Context: an optimization exercise on an open-source flow, tuned for small area, a short achievable clock period and few clock cycles. The choices shown serve that exercise and are no tape-out recipe.
Function was checked by simulation only, so behaviour that the tests miss may differ from the original.
No activity file was given, so power comes from the tool's default toggle rates.

`design/flow/config.mk`:
```
export PLATFORM = sky130hd
export DESIGN_NAME = gbp_rx
export DESIGN_NICKNAME = gbp_rx
export VERILOG_FILES = /design/flow/design.v
export SDC_FILE = /design/flow/constraint.sdc
export NUM_CORES = 4
export LEC_CHECK = 0
export CAP_MARGIN = 20
export CORE_MARGIN = 2
export CORE_UTILIZATION = 40
export PLACE_DENSITY = 0.6
export SLEW_MARGIN = 20
```
`design/flow/constraint.sdc`:
```
create_clock -name core_clock -period 7.0 [get_ports {clk}]
set_input_delay 1.4000 -clock core_clock [delete_from_list [all_inputs] [get_ports {clk}]]
set_output_delay 1.4000 -clock core_clock [all_outputs]
set_load 0.01 [all_outputs]
```
`design/flow/design.v`:
```
module gbp_rx #(
    parameter [7:0]  P_SOM        = 8'hFD,
    parameter [7:0]  P_EOM        = 8'hDD,
    parameter [12:0] P_RXBUF_SIZE = 13'd4096
) (
    input  wire        clk,
    input  wire        rst,
    input  wire        start,
    input  wire [12:0] start_len,
    input  wire [12:0] start_cur,
    output wire        busy,
    output wire        done,
    output reg         mem_re,
    output wire [9:0]  mem_addr,
    input  wire [31:0] mem_rdata,
    output wire        ev_valid,
    input  wire        ev_ready,
    output reg  [3:0]  ev_code,
    output reg  [12:0] ev_off,
    output reg  [15:0] ev_hdr,
    output reg  [12:0] ev_consumed,
    output reg  [15:0] ev_crc_calc,
    output reg  [15:0] ev_crc_exp
);
    localparam [3:0] R_OK        = 4'h0,
                     R_INV_START = 4'h1,
                     R_TRUNC     = 4'h2,
                     R_INV_END   = 4'h3,
                     R_FRAG      = 4'h4,
                     R_CRC_BAD   = 4'h5,
                     R_RANGE     = 4'hA;
    localparam [3:0] S_IDLE  = 4'd0,
                     S_NEXT  = 4'd1,    
                     S_SOM   = 4'd2,    
                     S_HLO   = 4'd3,    
                     S_HHI   = 4'd4,    
                     S_EOM   = 4'd5,    
                     S_ECHK  = 4'd6,    
                     S_PAY   = 4'd7,    
                     S_EHI   = 4'd8,    
                     S_EVENT = 4'd9,    
                     S_DONE  = 4'd10;   
    reg [3:0]  state;
    reg [12:0] len;      
    reg [12:0] cur;      
    reg [12:0] ptr;      
    reg [15:0] crc;
    reg [7:0]  hlo;
    reg [11:0] raddr;    
    reg [1:0]  lane;     
    wire [7:0] rbyte = mem_rdata[8*lane +: 8];
    wire [9:0]  size    = ev_hdr[9:0];
    wire [13:0] left    = {1'b0, len} - {1'b0, cur};            
    wire [9:0]  rsize   = {rbyte[1:0], hlo};                
    wire [12:0] crc_at  = cur + 13'd1 + {3'b000, size};         
    reg [15:0] crc_next;
    integer i;
    always @* begin
        crc_next = crc ^ {rbyte, 8'h00};
        for (i = 0; i < 8; i = i + 1)
            crc_next = crc_next[15] ? ((crc_next << 1) ^ 16'h1021) : (crc_next << 1);
    end
    assign busy     = (state != S_IDLE);
    assign done     = (state == S_DONE);
    assign ev_valid = (state == S_EVENT);
    always @* begin
        mem_re   = 1'b0;
        raddr    = cur[11:0];
        case (state)
            S_NEXT: begin
                mem_re   = (cur < len);
                raddr    = cur[11:0];
            end
            S_SOM: begin
                mem_re   = (rbyte == P_SOM) && (left >= 14'd3);
                raddr    = cur[11:0] + 12'd1;
            end
            S_HLO: begin
                mem_re   = 1'b1;
                raddr    = cur[11:0] + 12'd2;
            end
            S_EOM: begin
                mem_re   = 1'b1;
                raddr    = cur[11:0] + 12'd3 + {2'b00, size};
            end
            S_ECHK: begin
                mem_re   = (rbyte == P_EOM) && (size >= 10'd2);
                raddr    = ptr[11:0];
            end
            S_PAY: begin
                mem_re   = 1'b1;
                raddr    = ptr[11:0];
            end
            default: ;
        endcase
    end
    assign mem_addr = raddr[11:2];
    always @(posedge clk) begin
        if (rst) begin
            state       <= S_IDLE;
            len         <= 13'd0;
            cur         <= 13'd0;
            ptr         <= 13'd0;
            crc         <= 16'd0;
            hlo         <= 8'd0;
            lane        <= 2'd0;
            ev_code     <= 4'd0;
            ev_off      <= 13'd0;
            ev_hdr      <= 16'd0;
            ev_consumed <= 13'd0;
            ev_crc_calc <= 16'd0;
            ev_crc_exp  <= 16'd0;
        end else begin
            if (mem_re)
                lane <= raddr[1:0];
            case (state)
                S_IDLE: begin
                    if (start) begin
                        len   <= (start_len > P_RXBUF_SIZE) ? P_RXBUF_SIZE : start_len;
                        cur   <= start_cur;
                        state <= S_NEXT;
                    end
                end
                S_NEXT: begin
                    ev_off      <= cur;
                    ev_hdr      <= 16'd0;
                    ev_crc_calc <= 16'd0;
                    ev_crc_exp  <= 16'd0;
                    if (cur > len) begin
                        ev_code     <= R_RANGE;
                        ev_consumed <= 13'd0;
                        len         <= cur;
                        state       <= S_EVENT;
                    end else if (cur == len) begin
                        state <= S_DONE;
                    end else begin
                        state <= S_SOM;
                    end
                end
                S_SOM: begin
                    if (rbyte != P_SOM) begin
                        ev_code     <= R_INV_START;
                        ev_consumed <= 13'd1;
                        state       <= S_EVENT;
                    end else if (left < 14'd3) begin
                        ev_code     <= R_TRUNC;
                        ev_consumed <= left[12:0];
                        state       <= S_EVENT;
                    end else begin
                        state <= S_HLO;
                    end
                end
                S_HLO: begin
                    hlo   <= rbyte;
                    state <= S_HHI;
                end
                S_HHI: begin
                    ev_hdr <= {rbyte, hlo};
                    if (rbyte[5]) begin                        
                        ev_code     <= R_FRAG;
                        ev_consumed <= 13'd3;
                        state       <= S_EVENT;
                    end else if (left - 14'd3 < {4'd0, rsize} + 14'd1) begin
                        ev_code     <= R_TRUNC;
                        ev_consumed <= 13'd3;
                        state       <= S_EVENT;
                    end else begin
                        state <= S_EOM;
                    end
                end
                S_EOM: begin
                    ptr   <= cur + 13'd3;
                    crc   <= 16'd0;
                    state <= S_ECHK;
                end
                S_ECHK: begin
                    ev_consumed <= {3'b000, size} + 13'd4;
                    if (rbyte != P_EOM) begin
                        ev_code <= R_INV_END;
                        state   <= S_EVENT;
                    end else if (size < 10'd2) begin
                        ev_code <= R_CRC_BAD;
                        state   <= S_EVENT;
                    end else begin
                        ptr   <= ptr + 13'd1;
                        state <= S_PAY;
                    end
                end
                S_PAY: begin
                    if (ptr == crc_at + 13'd1) begin
                        ev_crc_exp[7:0] <= rbyte;
                        state           <= S_EHI;
                    end else begin
                        crc <= crc_next;
                        ptr <= ptr + 13'd1;
                    end
                end
                S_EHI: begin
                    ev_crc_exp[15:8] <= rbyte;
                    ev_crc_calc      <= crc;
                    ev_code          <= ({rbyte, ev_crc_exp[7:0]} == crc) ? R_OK : R_CRC_BAD;
                    state            <= S_EVENT;
                end
                S_EVENT: begin
                    if (ev_ready) begin
                        cur   <= cur + ev_consumed;
                        state <= S_NEXT;
                    end
                end
                S_DONE: begin
                    state <= S_IDLE;
                end
                default: state <= S_IDLE;
            endcase
        end
    end
endmodule
```
`design/flow/run.sh`:
```
#!/bin/bash
# synth_recipe.tcl (not shown) runs the flow's synth.tcl, then flattens the netlist and writes it again
# the make line also repeats each setting of config.mk as NAME=value (left out here)
make -C /OpenROAD-flow-scripts/flow DESIGN_CONFIG=/design/flow/config.mk WORK_HOME=/design/flow/orfs CLKGATE_MAP_FILE= SYNTH_SCRIPT=/design/flow/synth_recipe.tcl finish
```
==> impl_metrics.env <==
export IMPL_synth_simple_area_share_pct=21.6
export IMPL_wl_per_cell_um=19.4
export IMPL_layoutNonFillerInstCount=1761
export IMPL_die_width_um=165
export IMPL_fin_hold_ws_ps=456
export IMPL_synth_cell_type_count=90
export IMPL_pwr_share_comb_pct=60.0
export IMPL_die_area_um2=27300
export IMPL_clkTransAtPathRegs_ps=70
export IMPL_post_cts_buffers=0
export IMPL_grt_pass1_vias=9381
export IMPL_yosysWarnings=1
export IMPL_initialDrtViolationCount=914
export IMPL_ys_seq_area_share_pct=28.3
export IMPL_finalWirelength_um=34100
export IMPL_fp_coreArea_um2=25800
export IMPL_cts_tree="built"
export IMPL_start_util_pct=40.3
export IMPL_place_congestion=0.945
export IMPL_switching_share_pct=47.7
export IMPL_cts_sinks=147
export IMPL_setup_worst_path_class="in -> out"
export IMPL_synth_xor_area_share_pct=9.59
export IMPL_hold_viol=0
export IMPL_dr_pass1_iters=8
export IMPL_critPathArrivalTime_ps=4390
export IMPL_fillCellCount=2555
export IMPL_cp_max_fo=8
export IMPL_antenna_found_initial=0
export IMPL_vdd_drop_max_v=0.000230
export IMPL_cts_resized=0
export IMPL_finalCritPeriodShare_pct=82.7
export IMPL_utilization_pct=49.1
export IMPL_rrSetupSlack_ps=2330
export IMPL_max_cap_viol_count=0
export IMPL_ff_latch_area_um2=2940
export IMPL_ctsLongestPathBuffers=2
export IMPL_fin_setup_tns_ps=0
export IMPL_worstHoldPathType="reg -> reg"
export IMPL_cp_required_ps=5600
export IMPL_min_period_ps=5790
export IMPL_synthArstFlopShare_pct=0
export IMPL_relSlewSlack_pct=28.9
export IMPL_final_cell_mix="nor2_1, clkdlybuf4s50_1, nand2_1, dfxtp_1, a21oi_1"
export IMPL_multiInputGateArea_um2=6890
export IMPL_fp_dieH_um=165
export IMPL_drtAntennaViolNets=0
export IMPL_synth_edf_count=0
export IMPL_nNetsFinal=1546
export IMPL_synth_seq_cells=147
export IMPL_fin_skew_ps=16.1
export IMPL_grt_start_max_net_pins=90
export IMPL_hpwlAfterDp_um=25400
export IMPL_cts_buffers=17
export IMPL_clockRootBuffer="clkbuf_16"
export IMPL_clock_latency_ps=450
export IMPL_synth_top_family_by_area="compound AO/OA/AOI/OAI gates"
export IMPL_synth_area_um2=10400
export IMPL_ios=154
export IMPL_synthCells=1311
export IMPL_area_delta_synth_final_pct=22.0
export IMPL_synth_net_count=1444
export IMPL_end_kind="primary output"
export IMPL_yosys_mux_area_fraction_pct=2.55
export IMPL_seqPwrFrac_pct=21.3
export IMPL_drc=0
export IMPL_clkPwrFrac_pct=18.7
export IMPL_max_freq_mhz=173
export IMPL_core_rowCount=59
export IMPL_status="complete, no violations"
export IMPL_power_density_nw_per_um2=399
export IMPL_dp_cells=1729
export IMPL_vias=10200
export IMPL_internal_power_w=0.00265
export IMPL_gr_total_overflow=0
export IMPL_worstMarginPinSlew_ps=1060
export IMPL_finalSetupViolations=0
export IMPL_portBuffers=153
export IMPL_slew_viol_final=0
export IMPL_synth_main_ff_cell="dfxtp_1"
export IMPL_drive_above_1_share_pct=6.80
export IMPL_synth_adder_area_share_pct=8.82
export IMPL_start_kind="input port"
export IMPL_diodes=0
export IMPL_htreeDepth=4
export IMPL_p_sw_w=0.00242
export IMPL_syn_avg_cell_area_um2=7.94
export IMPL_layout_commonest_cell="nor2_1"
export IMPL_rsz0062_at_grt="no"
export IMPL_grt_usage_pct=24.8
export IMPL_ctsHoldBuffers=0
export IMPL_p_leak_nw=4.87
export IMPL_via_per_inst=5.79
export IMPL_grt_pass1_wl_um=52600
export IMPL_synth_compound_area_share_pct=23.5
-- logic make-up (layout without fill, tap and decap cells) --
group / Yosys count / after routing
compound gates: 344 / 344
xor+xnor: 114 / 114
fa+ha+maj: 71 / 71
buf+inv: 136 / 251
flops: 147 / 147
mux: 16 / 16
simple gates: 483 / 483
-- metrics by stage --
stage                     setup WS [ps]  power [W]  area (um^2)
final                              1210    0.00507        12700
after global routing                973    0.00546        12700
after CTS                          1230    0.00506        12700
after detailed placement           1230    0.00409        12100
after global placement             1240    0.00406        12100
after floorplan                    2400    0.00331        10400
-- path summary, 6_finish.rpt --
| kind | from | endpoint | cells after the start |
|---|---|---|---|
| min | ev_off[2]$_SDFFE_PP0P_ | ev_off[2]$_SDFFE_PP0P_ | 2 |
| min reg2reg | ev_off[2]$_SDFFE_PP0P_ | ev_off[2]$_SDFFE_PP0P_ | 2 |
| max | mem_rdata[25] | mem_re | 10 |
| max reg2reg | cur[1]$_SDFFE_PP0P_ | ev_consumed[2]$_SDFFE_PP0P_ | 16 |
-- synthesized netlist by cell type (8+ instances only) --
cell type,instances,area (um^2)
inv_1,50,188
xnor2_1,65,569
a22oi_1,59,443
dfxtp_1,147,2940
nand2_1,147,552
nand2b_1,15,93.8
xor2_1,49,429
and3_1,16,100
a21oi_1,82,410
o21ai_0,43,215
nor2_1,162,608
a32o_1,8,80.1
nor3_1,20,100
nor4_1,8,50.1
clkbuf_1,63,236
a21o_1,19,143
a311oi_1,22,193
ha_1,67,838
a31oi_1,9,56.3
or3_1,11,68.8
buf_4,10,75.1
nand4_1,18,113
nand3_1,43,215
a211oi_1,10,75.1
mux4_2,8,180
nor2b_1,12,75.1
a221oi_1,13,114
-- flip-flops by register name, indices dropped and copies added, names as in the netlist --
register,count
crc,16
cur,13
ev_code,4
ev_consumed,13
ev_crc_calc,16
ev_crc_exp,16
ev_hdr,16
ev_off,13
hlo,8
lane,2
len,13
ptr,13
state,4
-- power groups by stage --
stage / registers (W) / clock network (W) / logic [W]
5_1_grt: 0.00109 / 0.00100 / 0.00337
3_3_place_gp: 0.00109 / 0 / 0.00297
3_5_place_dp: 0.00109 / 0 / 0.00300
2_1_floorplan: 0.00105 / 0 / 0.00227
6_report: 0.00108 / 0.000950 / 0.00304
4_1_cts: 0.00107 / 0.000965 / 0.00302
-- worst max-delay path, cell delays in order --
cell	delay, ps
clkdlybuf4s50_1	400
mux4_2	620
and4b_1	290
nand4_1	150
and2b_1	320
nand2_1	90
a31o_2	260
nor4b_2	190
inv_1	90
clkdlybuf4s50_1	580
-- per-layer routing --
metal  track usage (%)  part of all wire (%)  vias up
li1                  -                     -     4914
met1              37.2                    48     4868
met2              36.6                    43      366
met3              4.07                   6.9       40
met4              6.27                   1.7        0
met5                 0                     0        -
-- cell type report --
| cell class | count | area share (%) |
|---|---|---|
| clock buffers | 17 | 3.35 |
| clock inverters | 15 | 1.45 |
| inverters | 51 | 1.51 |
| multi-input cells | 1028 | 54.3 |
| flip-flops and latches | 147 | 23.2 |
| well taps | 335 | 3.30 |
| repair buffers | 168 | 12.9 |
Testbench counts, summed over its fixed seeds: cycles 228,574.

static timing again, ports no longer ideal:
In the flow no input, the clock included, has a driving cell. The finished layout below was timed again as built, in two steps. Step 1 assumes that a clkbuf_16 drives the clock port and a buf_2 every other input. Step 2, shift: input delay + t, output delay - t, t = (earliest + latest rising clock arrival at the registers) / 2. This alone moves slack from input paths to output paths. a / b / c = ideal ports / drivers / drivers and shift; a / b = the first two.
shift t [ns]: 0.486
setup slack, ns: 1.210 / 1.188 / 1.188
clock arrival spread, ns: 0.016 / 0.016
After both steps this run still meets setup and hold. The setup slack of this run moves by -0.022 ns with the drivers and by -0.022 ns with both steps.
